This is an optimization exercise on Yosys and OpenROAD, whose aim is small area, a short achievable clock period and few clock cycles, not a production implementation.
Only simulation tests tie the RTL to the original design; equivalence was not proved.

==> inputs of run a <==
## zfu
module zfu (
    input              clk,
    input              rst,
    input              cmd_valid,
    input      [2:0]   cmd_len,       
    input      [7:0]   cmd_op,        
    input      [47:0]  cmd_arg,       
    input      [63:0]  ts_sec,
    input      [31:0]  ts_usec,
    output reg         rsp_valid,
    output     [7:0]   rsp_status,
    output     [4:0]   rsp_len,       
    output reg [151:0] rsp_data,      
    output reg         mem_req,
    output reg [31:0]  mem_addr,
    input              mem_ack,
    input      [7:0]   mem_rdata,
    input              mem_err
);
==> flow/config.mk <==
export PLATFORM = sky130hd
export DESIGN_NAME = zfu
export DESIGN_NICKNAME = zfu
export VERILOG_FILES = /design/flow/design.v
export SDC_FILE = /design/flow/constraint.sdc
export NUM_CORES = 4
export LEC_CHECK = 0
export CAP_MARGIN = 20
export CORE_MARGIN = 2
export CORE_UTILIZATION = 40
export SLEW_MARGIN = 20
==> flow/constraint.sdc <==
create_clock -name core_clock -period 22.0 [get_ports {clk}]
set_input_delay 4.4000 -clock core_clock [delete_from_list [all_inputs] [get_ports {clk}]]
set_output_delay 4.4000 -clock core_clock [all_outputs]
set_load 0.01 [all_outputs]
standard.sh (not shown) runs the stock make flow with config.mk's settings and CLKGATE_MAP_FILE= SYNTH_SCRIPT=/design/flow/synth_recipe.tcl, a recipe that flattens the netlist after the stock synthesis.
==> flow/flow/run.sh <==
#!/bin/bash
# Standard ORFS layout (standard.sh) with the standard synthesis, then the
# rest of the flow with a tighter setup-repair target and a leaner clock tree.
set -uo pipefail
bash standard.sh synth > synth.log 2>&1 || exit 1
bash standard.sh \
  SETUP_SLACK_MARGIN=15 \
  "CTS_ARGS=-sink_clustering_enable -repair_clock_nets -dont_use_dummy_load -buf_list sky130_fd_sc_hd__clkbuf_8 -sink_clustering_size 25" \
  finish > layout.log 2>&1 || exit 1
==> run b (differences from run a) <==
--- a/flow/design.v
+++ b/flow/design.v
@@ -5,16 +5,16 @@
     input      [2:0]   cmd_len,       
     input      [7:0]   cmd_op,        
     input      [47:0]  cmd_arg,       
     input      [63:0]  ts_sec,
     input      [31:0]  ts_usec,
     output reg         rsp_valid,
     output     [7:0]   rsp_status,
-    output     [4:0]   rsp_len,       
-    output reg [151:0] rsp_data,      
+    output reg [4:0]   rsp_len,       
+    output     [151:0] rsp_data,      
     output reg         mem_req,
     output reg [31:0]  mem_addr,
     input              mem_ack,
     input      [7:0]   mem_rdata,
     input              mem_err
 );
     localparam [15:0] CRC_POLY_LE     = 16'h8408;
@@ -67,14 +67,15 @@
     reg [15:0] hb_devid;
     reg [31:0] hb_nsec, hb_frac, hb_seq;
     reg [15:0] fcs;
     reg [39:0] fr [0:15];
     reg [39:0] sg [0:15];
     reg [3:0]  fh, sh;
     reg [4:0]  cp_cnt;       
+    reg        seg_f;        
     reg [2:0]  state;
     reg        is_build;
     reg [4:0]  st;           
     reg [3:0]  kind;         
     reg [5:0]  ix;           
     reg [15:0] rd_cnt;       
     reg [15:0] crc_acc;      
@@ -140,15 +141,21 @@
                            (state == S_BRD && mem_ack && !rd_fail && rd_last));
     wire        p_hit    = bld_on && !p_end && (fh - 4'd4 == pidx[3:0]) &&
                            (!pv || take_now);
     wire        push_ok  = !nfrag[4] && cp_cnt == 5'd0 && fh == nfrag[3:0];
     wire        wr_now   = (state == S_IDLE) && cmd_valid && cmd_op == OP_FRPUSH &&
                            cmd_len == 3'd7 && push_ok;
     wire        wr_late  = (state == S_PUSH) && push_ok;
-    wire [39:0] sg_in    = (cp_cnt != 5'd0) ? fr[15] : sg[15];
+    wire [39:0] sg_in    = (cp_cnt != 5'd0) ? fr[7] : sg[15];
+    wire [3:0]  sh1      = sh + 4'd1;
+    wire [3:0]  shf1     = {~sh[3], sh[2:0]} + 4'd1;
+    wire [3:0]  seg_q    = (state == S_IDLE) ? c_imm8[3:0] : ix[3:0];
+    wire        seg_hs   = (sh1 == seg_q);
+    wire        seg_hf   = seg_f && (shf1 == seg_q);
+    wire [39:0] seg_rd   = seg_hf ? fr[15] : sg_in;
     integer k;
     always @(posedge clk) begin
         for (k = 1; k < 16; k = k + 1) begin
             fr[k] <= fr[k - 1];
             sg[k] <= sg[k - 1];
         end
         fr[0] <= wr_now  ? {c_addr, c_len16[7:0]} :
@@ -173,15 +180,16 @@
             state     <= S_IDLE;
             if (is_build) begin
                 hb_len  <= fsum + 8'd2;
                 crc     <= c;
                 fcs     <= c;
                 fcsv    <= 1'b1;
                 cp_cnt  <= 5'd16;
-                sh      <= fh + 4'd1;
+                sh      <= fh + 4'd9;
+                seg_f   <= 1'b1;
                 nseg    <= nfrag + 5'd2;
                 datalen <= fsum;
             end
         end
     endtask
     always @(posedge clk) begin
         rsp_valid <= 1'b0;
@@ -202,19 +210,23 @@
             mem_req  <= 1'b0;
             pidx     <= 5'd0;
             pv       <= 1'b0;
             dcnt     <= 5'd0;
             fh       <= 4'd0;
             sh       <= 4'd0;
             cp_cnt   <= 5'd0;
+            seg_f    <= 1'b0;
         end else begin
+            rsp_len <= okl_n;
             fh <= fh + 4'd1;
             sh <= sh + 4'd1;
             if (cp_cnt != 5'd0)
                 cp_cnt <= cp_cnt - 5'd1;
+            if (wr_now || wr_late)
+                seg_f <= 1'b0;
             if (p_hit && fr[3][7:0] != 8'd0) begin
                 pre_base <= fr[3][39:8];
                 pre_len  <= fr[3][7:0];
                 pv       <= 1'b1;
             end else if (take_now)
                 pv <= 1'b0;
             if (p_hit)
@@ -229,44 +241,44 @@
             case (state)
             S_IDLE: if (cmd_valid) begin
                 rsp_valid <= 1'b1;
                 st        <= ST_OK;
                 kind      <= K_NONE;
                 ix        <= c_imm8[5:0];
                 if (cmd_len != op_length(cmd_op) || cmd_len == 3'd0) begin
-                    st <= ST_ILLEGAL;
+                    begin st <= ST_ILLEGAL; rsp_len <= 5'd1; end
                 end else begin
                     case (cmd_op)
                     OP_RDREG:
                         if (!reg_ok)
-                            st <= ST_BADREG;
+                            begin st <= ST_BADREG; rsp_len <= 5'd1; end
                         else if (c_imm8[4] && !rxv)
-                            st <= ST_NOTREADY;
+                            begin st <= ST_NOTREADY; rsp_len <= 5'd1; end
                         else
                             kind <= K_REG;
                     OP_WRREG:
                         if (!reg_ok)
-                            st <= ST_BADREG;
+                            begin st <= ST_BADREG; rsp_len <= 5'd1; end
                         else if (c_imm8 > 8'h02)
-                            st <= ST_READONLY;
+                            begin st <= ST_READONLY; rsp_len <= 5'd1; end
                         else if ((c_imm8[1:0] == 2'd0 && c_val32[31:8]  != 24'd0) ||
                                  (c_imm8[1:0] == 2'd1 && c_val32[31:16] != 16'd0))
-                            st <= ST_BADVALUE;
+                            begin st <= ST_BADVALUE; rsp_len <= 5'd1; end
                         else begin
                             case (c_imm8[1:0])
                                 2'd0:    chan  <= c_val32[7:0];
                                 2'd1:    devid <= c_val32[15:0];
                                 default: seq   <= c_val32;
                             endcase
                         end
                     OP_RDBUF:
                         if (c_imm8 >= 8'd34)
-                            st <= ST_BADINDEX;
+                            begin st <= ST_BADINDEX; rsp_len <= 5'd1; end
                         else if (c_imm8[5] ? !fcsv : !hdrv)
-                            st <= ST_NOTREADY;
+                            begin st <= ST_NOTREADY; rsp_len <= 5'd1; end
                         else
                             kind <= K_BUF;
                     OP_CRCINIT:
                         crc <= c_imm16;
                     OP_CRCBYTE: begin
                         crc  <= crc_step(crc, c_imm8);
                         kind <= K_CRC;
@@ -285,15 +297,15 @@
                     OP_CRCFIN: begin
                         fcs  <= crc;
                         fcsv <= 1'b1;
                         kind <= K_CRC;
                     end
                     OP_ZENC:
                         if (clk_bad)
-                            st <= ST_CLOCKRNG;
+                            begin st <= ST_CLOCKRNG; rsp_len <= 5'd1; end
                         else begin
                             rsp_valid <= 1'b0;
                             is_build  <= 1'b0;
                             hb_len    <= c_imm8;
                             dq        <= 32'd0;
                             dr        <= 5'd0;
                             dcnt      <= 5'd20;
@@ -305,45 +317,45 @@
                         rxbase   <= c_addr;
                         rxlen    <= c_len16;
                         bad_pre  <= 1'b0;
                         bad_ver  <= 1'b0;
                         bad_type <= 1'b0;
                         kind     <= K_ZDEC;
                         if (c_len16 == 16'd0)
-                            st <= ST_TRUNC;
+                            begin st <= ST_TRUNC; rsp_len <= 5'd1; end
                         else begin
                             rsp_valid <= 1'b0;
                             rd_cnt    <= (c_len16 < 16'd32) ? c_len16 : 16'd32;
                             mem_addr  <= c_addr;
                             mem_req   <= 1'b1;
                             state     <= S_ZDEC;
                         end
                     end
                     OP_ZCHK: begin
                         kind <= K_ZCHK;
                         if (!rxv)
-                            st <= ST_NOHDR;
+                            begin st <= ST_NOHDR; rsp_len <= 5'd1; end
                         else if ({7'd0, {1'b0, rx_len} + 9'd32} != rxlen)
-                            st <= ST_LENMIS;
+                            begin st <= ST_LENMIS; rsp_len <= 5'd1; end
                         else if ({8'd0, rx_len} > c_imm16)
-                            st <= ST_BUFSMALL;
+                            begin st <= ST_BUFSMALL; rsp_len <= 5'd1; end
                         else if (rx_chan != chan)
-                            st <= ST_CHANMIS;
+                            begin st <= ST_CHANMIS; rsp_len <= 5'd1; end
                         else if (rx_len < 8'd2)
-                            st <= ST_LENSHORT;
+                            begin st <= ST_LENSHORT; rsp_len <= 5'd1; end
                     end
                     OP_FRCLR: begin
                         fh    <= 4'd0;
                         nfrag <= 5'd0;
                         fsum  <= 8'd0;
                         fovf  <= 1'b0;
                     end
                     OP_FRPUSH:
                         if (nfrag[4])
-                            st <= ST_FRAGFULL;
+                            begin st <= ST_FRAGFULL; rsp_len <= 5'd1; end
                         else begin
                             fsum  <= fr_sum[7:0];
                             fovf  <= fovf || c_len16[15:8] != 8'd0 || fr_sum > 9'd253;
                             kind  <= K_NFR;
                             if (wr_now)
                                 nfrag <= nfrag + 5'd1;
                             else begin
@@ -351,52 +363,52 @@
                                 mem_addr  <= c_addr;
                                 rd_cnt    <= c_len16;
                                 state     <= S_PUSH;
                             end
                         end
                     OP_BUILD:
                         if (fovf)
-                            st <= ST_LENOVF;
+                            begin st <= ST_LENOVF; rsp_len <= 5'd1; end
                         else begin
                             rsp_valid <= 1'b0;
                             is_build  <= 1'b1;
                             kind      <= K_BLD;
                             crc_acc   <= 16'd0;
                             dq        <= 32'd0;
                             dr        <= 5'd0;
                             dcnt      <= 5'd20;
                             d_b       <= ts_usec[19];
                             state     <= S_BNX;
                         end
                     OP_SEGRD:
                         if (c_imm8 >= {3'd0, nseg})
-                            st <= ST_BADINDEX;
+                            begin st <= ST_BADINDEX; rsp_len <= 5'd1; end
                         else begin
                             kind <= K_SEG;
                             if (c_imm8 != 8'd0 && c_imm8[4:0] != nseg - 5'd1 &&
-                                sh != c_imm8[3:0] - 4'd1) begin
+                                !seg_hs && !seg_hf) begin
                                 rsp_valid <= 1'b0;
                                 state     <= S_SEG;
                             end
                         end
                     OP_TXOK: begin
                         seq  <= seq + 32'd1;
                         kind <= K_REG;
                         ix   <= 6'd2;
                     end
                     default:
-                        st <= ST_ILLEGAL;
+                        begin st <= ST_ILLEGAL; rsp_len <= 5'd1; end
                     endcase
                 end
             end
             S_CRC: if (mem_ack) begin
                 if (rd_fail) begin
                     mem_req   <= 1'b0;
                     rsp_valid <= 1'b1;
-                    st        <= ST_BUSERROR;
+                    begin st        <= ST_BUSERROR; rsp_len <= 5'd1; end
                     state     <= S_IDLE;
                 end else if (rd_last) begin
                     mem_req   <= 1'b0;
                     crc       <= crc_rd;
                     rsp_valid <= 1'b1;
                     state     <= S_IDLE;
                 end else begin
@@ -405,15 +417,15 @@
                     mem_addr <= mem_addr + 32'd1;
                 end
             end
             S_ZDEC: if (mem_ack) begin
                 if (rd_fail) begin
                     mem_req   <= 1'b0;
                     rsp_valid <= 1'b1;
-                    st        <= ST_BUSERROR;
+                    begin st        <= ST_BUSERROR; rsp_len <= 5'd1; end
                     state     <= S_IDLE;
                 end else begin
                     case (zidx)
                         5'd0:  if (mem_rdata != 8'h45) bad_pre <= 1'b1;
                         5'd1:  if (mem_rdata != 8'h58) bad_pre <= 1'b1;
                         5'd2:  if (mem_rdata != 8'h02) bad_ver <= 1'b1;
                         5'd3:  if (mem_rdata != 8'h01) bad_type <= 1'b1;
@@ -438,36 +450,36 @@
                         default: ;
                     endcase
                     if (rd_last) begin
                         mem_req   <= 1'b0;
                         rsp_valid <= 1'b1;
                         state     <= S_IDLE;
                         if (rxlen < 16'd3)
-                            st <= ST_TRUNC;
+                            begin st <= ST_TRUNC; rsp_len <= 5'd1; end
                         else if (bad_pre)
-                            st <= ST_BADPRE;
+                            begin st <= ST_BADPRE; rsp_len <= 5'd1; end
                         else if (bad_ver || (zidx == 5'd2 && mem_rdata != 8'h02))
-                            st <= ST_BADVER;
+                            begin st <= ST_BADVER; rsp_len <= 5'd1; end
                         else if (rxlen < 16'd32)
-                            st <= ST_TRUNC;
+                            begin st <= ST_TRUNC; rsp_len <= 5'd1; end
                         else if (bad_type)
-                            st <= ST_BADTYPE;
+                            begin st <= ST_BADTYPE; rsp_len <= 5'd1; end
                         else
                             rxv <= 1'b1;
                     end else begin
                         rd_cnt   <= rd_cnt - 16'd1;
                         mem_addr <= mem_addr + 32'd1;
                     end
                 end
             end
             S_BRD: if (mem_ack) begin
                 if (rd_fail) begin
                     mem_req   <= 1'b0;
                     rsp_valid <= 1'b1;
-                    st        <= ST_BUSERROR;
+                    begin st        <= ST_BUSERROR; rsp_len <= 5'd1; end
                     pidx      <= 5'd0;
                     pv        <= 1'b0;
                     state     <= S_IDLE;
                 end else begin
                     crc_acc <= crc_rd;
                     if (rd_last) begin
                         if (take) begin
@@ -475,15 +487,15 @@
                             rd_cnt   <= {8'd0, pre_len};
                         end else begin
                             mem_req <= 1'b0;
                             if (!fr_end)
                                 state <= S_BNX;
                             else if (clk_bad) begin
                                 rsp_valid <= 1'b1;
-                                st        <= ST_CLOCKRNG;
+                                begin st        <= ST_CLOCKRNG; rsp_len <= 5'd1; end
                                 pidx      <= 5'd0;
                                 state     <= S_IDLE;
                             end else if (d_done)
                                 commit(crc_rd);
                             else
                                 state <= S_WAIT;
                         end
@@ -498,39 +510,39 @@
                     mem_addr <= pre_base;
                     rd_cnt   <= {8'd0, pre_len};
                     mem_req  <= 1'b1;
                     state    <= S_BRD;
                 end else if (fr_end) begin
                     if (clk_bad) begin
                         rsp_valid <= 1'b1;
-                        st        <= ST_CLOCKRNG;
+                        begin st        <= ST_CLOCKRNG; rsp_len <= 5'd1; end
                         pidx      <= 5'd0;
                         state     <= S_IDLE;
                     end else
                         state <= S_WAIT;
                 end
             end
             S_PUSH: if (push_ok) begin
                 nfrag     <= nfrag + 5'd1;
                 rsp_valid <= 1'b1;
                 state     <= S_IDLE;
             end
-            S_SEG: if (sh == ix[3:0] - 4'd1) begin
+            S_SEG: if (seg_hs || seg_hf) begin
                 rsp_valid <= 1'b1;
                 state     <= S_IDLE;
             end
             S_WAIT: if (d_done)
                 commit(crc_acc);
             default: state <= S_IDLE;
             endcase
         end
     end
     assign rsp_status = {3'd0, st};
-    reg  [4:0] okl;          
-    assign rsp_len = (st == ST_OK) ? okl : 5'd1;
+    reg [55:0] rsp_hi;       
+    assign rsp_data = {rsp_hi, rx_sec[23:0], rx_frac, rx_seq, rx_len};
     reg [31:0] reg_val;
     always @(*) begin
         case (c_imm8[4:0])
             5'h00: reg_val = {24'd0, chan};
             5'h01: reg_val = {16'd0, devid};
             5'h02: reg_val = seq;
             5'h03: reg_val = {16'd0, crc};
@@ -579,16 +591,16 @@
             6'd20: buf_byte = hb_seq[7:0];
             6'd31: buf_byte = hb_len;
             6'd32: buf_byte = fcs[7:0];
             6'd33: buf_byte = fcs[15:8];
             default: buf_byte = 8'h00;
         endcase
     end
-    wire [55:0] seg_ent = {8'd1, sg_in[39:8], 8'd0, sg_in[7:0]};
-    reg [151:0] rd_n;
+    wire [55:0] seg_ent = {8'd1, seg_rd[39:8], 8'd0, seg_rd[7:0]};
+    reg [151:0] rd_n;        
     reg [4:0]   okl_n;
     always @(*) begin
         rd_n  = 152'd0;
         okl_n = 5'd1;
         case (state)
         S_IDLE:
             case (cmd_op)
@@ -619,12 +631,10 @@
         S_SEG:  begin okl_n = 5'd8; rd_n[151:96] = seg_ent; end
         default: begin
                       okl_n = is_build ? 5'd4 : 5'd1;
                       rd_n[151:128] = {3'd0, nfrag + 5'd2, fsum + 8'd2, fsum};
                  end
         endcase
     end
-    always @(posedge clk) begin
-        rsp_data <= rd_n;
-        okl      <= okl_n;
-    end
+    always @(posedge clk)
+        rsp_hi <= rd_n[151:96];
 endmodule
==> flow/flow/run.sh (replaced) <==
#!/bin/bash
# Standard ORFS layout (standard.sh) with the standard synthesis. Placement
# and clock tree use a tighter setup-repair target, a leaner clock tree,
# single-strength port buffers and a denser floorplan; routing repairs to
# the plain target, so it only fixes what routing breaks.
set -uo pipefail
COMMON=(
  CORE_UTILIZATION=60 PLACE_DENSITY=0.72
  "BUFFER_PORTS_ARGS=-inputs -outputs -buffer_cell sky130_fd_sc_hd__buf_1"
  "CTS_ARGS=-sink_clustering_enable -repair_clock_nets -dont_use_dummy_load -buf_list sky130_fd_sc_hd__clkbuf_8 -sink_clustering_size 18 -sink_clustering_max_diameter 50"
)
bash standard.sh synth > synth.log 2>&1 || exit 1
bash standard.sh "${COMMON[@]}" SETUP_SLACK_MARGIN=16 cts > place_cts.log 2>&1 || exit 1
bash standard.sh "${COMMON[@]}" SETUP_SLACK_MARGIN=0 finish > route.log 2>&1 || exit 1
ABC_AREA = 1   (was default)
CORE_UTILIZATION = 60   (was 40)
PLACE_DENSITY = 0.72   (was default)
==> impl_metrics.json <==
{
  "syn_avg_cell_area_sq_um": 12.68,
  "mostFrequentLayoutCells": "1567 x dfxtp_1, 492 x edfxtp_1, 354 x nor2_1, 335 x clkbuf_8, 317 x clkdlybuf4s50_1",
  "cp-endpoint": "rsp_data[142]",
  "synth_area_leaders": "dfxtp_1 47%, edfxtp_1 22%, nor2_1 2.1%, xnor2_1 1.9%, mux2i_1 1.8%",
  "pg_clk_mw": 2.64,
  "total_power_mw": 7.437,
  "crit_buf_inv": 3,
  "status": "finished clean"
}
-- figures above: run a

==> impl_metrics.json <==
{
  "mostFrequentLayoutCells": "1467 x dfxtp_1, 1234 x nand2_1, 497 x edfxtp_1, 464 x nor2_1, 455 x inv_1",
  "crit_buf_inv": 5,
  "cp-endpoint": "rsp_hi[44]",
  "pg_clk_mw": 1.74,
  "cts_buffers": 159,
  "syn_avg_cell_area_sq_um": 10.46,
  "status": "finished clean",
  "synth_area_leaders": "dfxtp_1 45%, edfxtp_1 23%, nand2_1 7.1%, nor2_1 2.9%, o21ai_0 2.7%"
}
-- figures above: run b

Testbench counts of run a, summed over its fixed seeds: cycles 65,714.
Testbench counts of run b, summed over its fixed seeds: cycles 64,890.

[re-timing with driven ports]
In the flow no input, the clock included, has a driving cell. The finished layouts below were timed again as built, in two steps. Step 1 (the two cells are an assumption about what drives the block):
set clk [get_ports {clk}]
set_driving_cell -lib_cell sky130_fd_sc_hd__clkbuf_16 $clk
set_driving_cell -lib_cell sky130_fd_sc_hd__buf_2 [delete_from_list [all_inputs] $clk]
Step 2 also shifts input and output timing later by t, the mid clock arrival at the registers, as if the neighbouring blocks saw the same clock. Three values: no drivers, after step 1, after step 2; two values: the first two.
| run | t, ns | slack for setup (ns) | latest minus earliest clock arrival (ns) |
|---|---|---|---|
| run a | 1.078 | 14.922 / 14.968 / 13.890 | 0.103 / 0.103 |
| run b | 0.943 | 15.584 / 15.637 / 14.694 | 0.155 / 0.155 |
After both steps every run listed still meets setup and hold. The setup slack of run a, which loses most, moves by +0.046 ns with the drivers and by -1.032 ns with both steps.
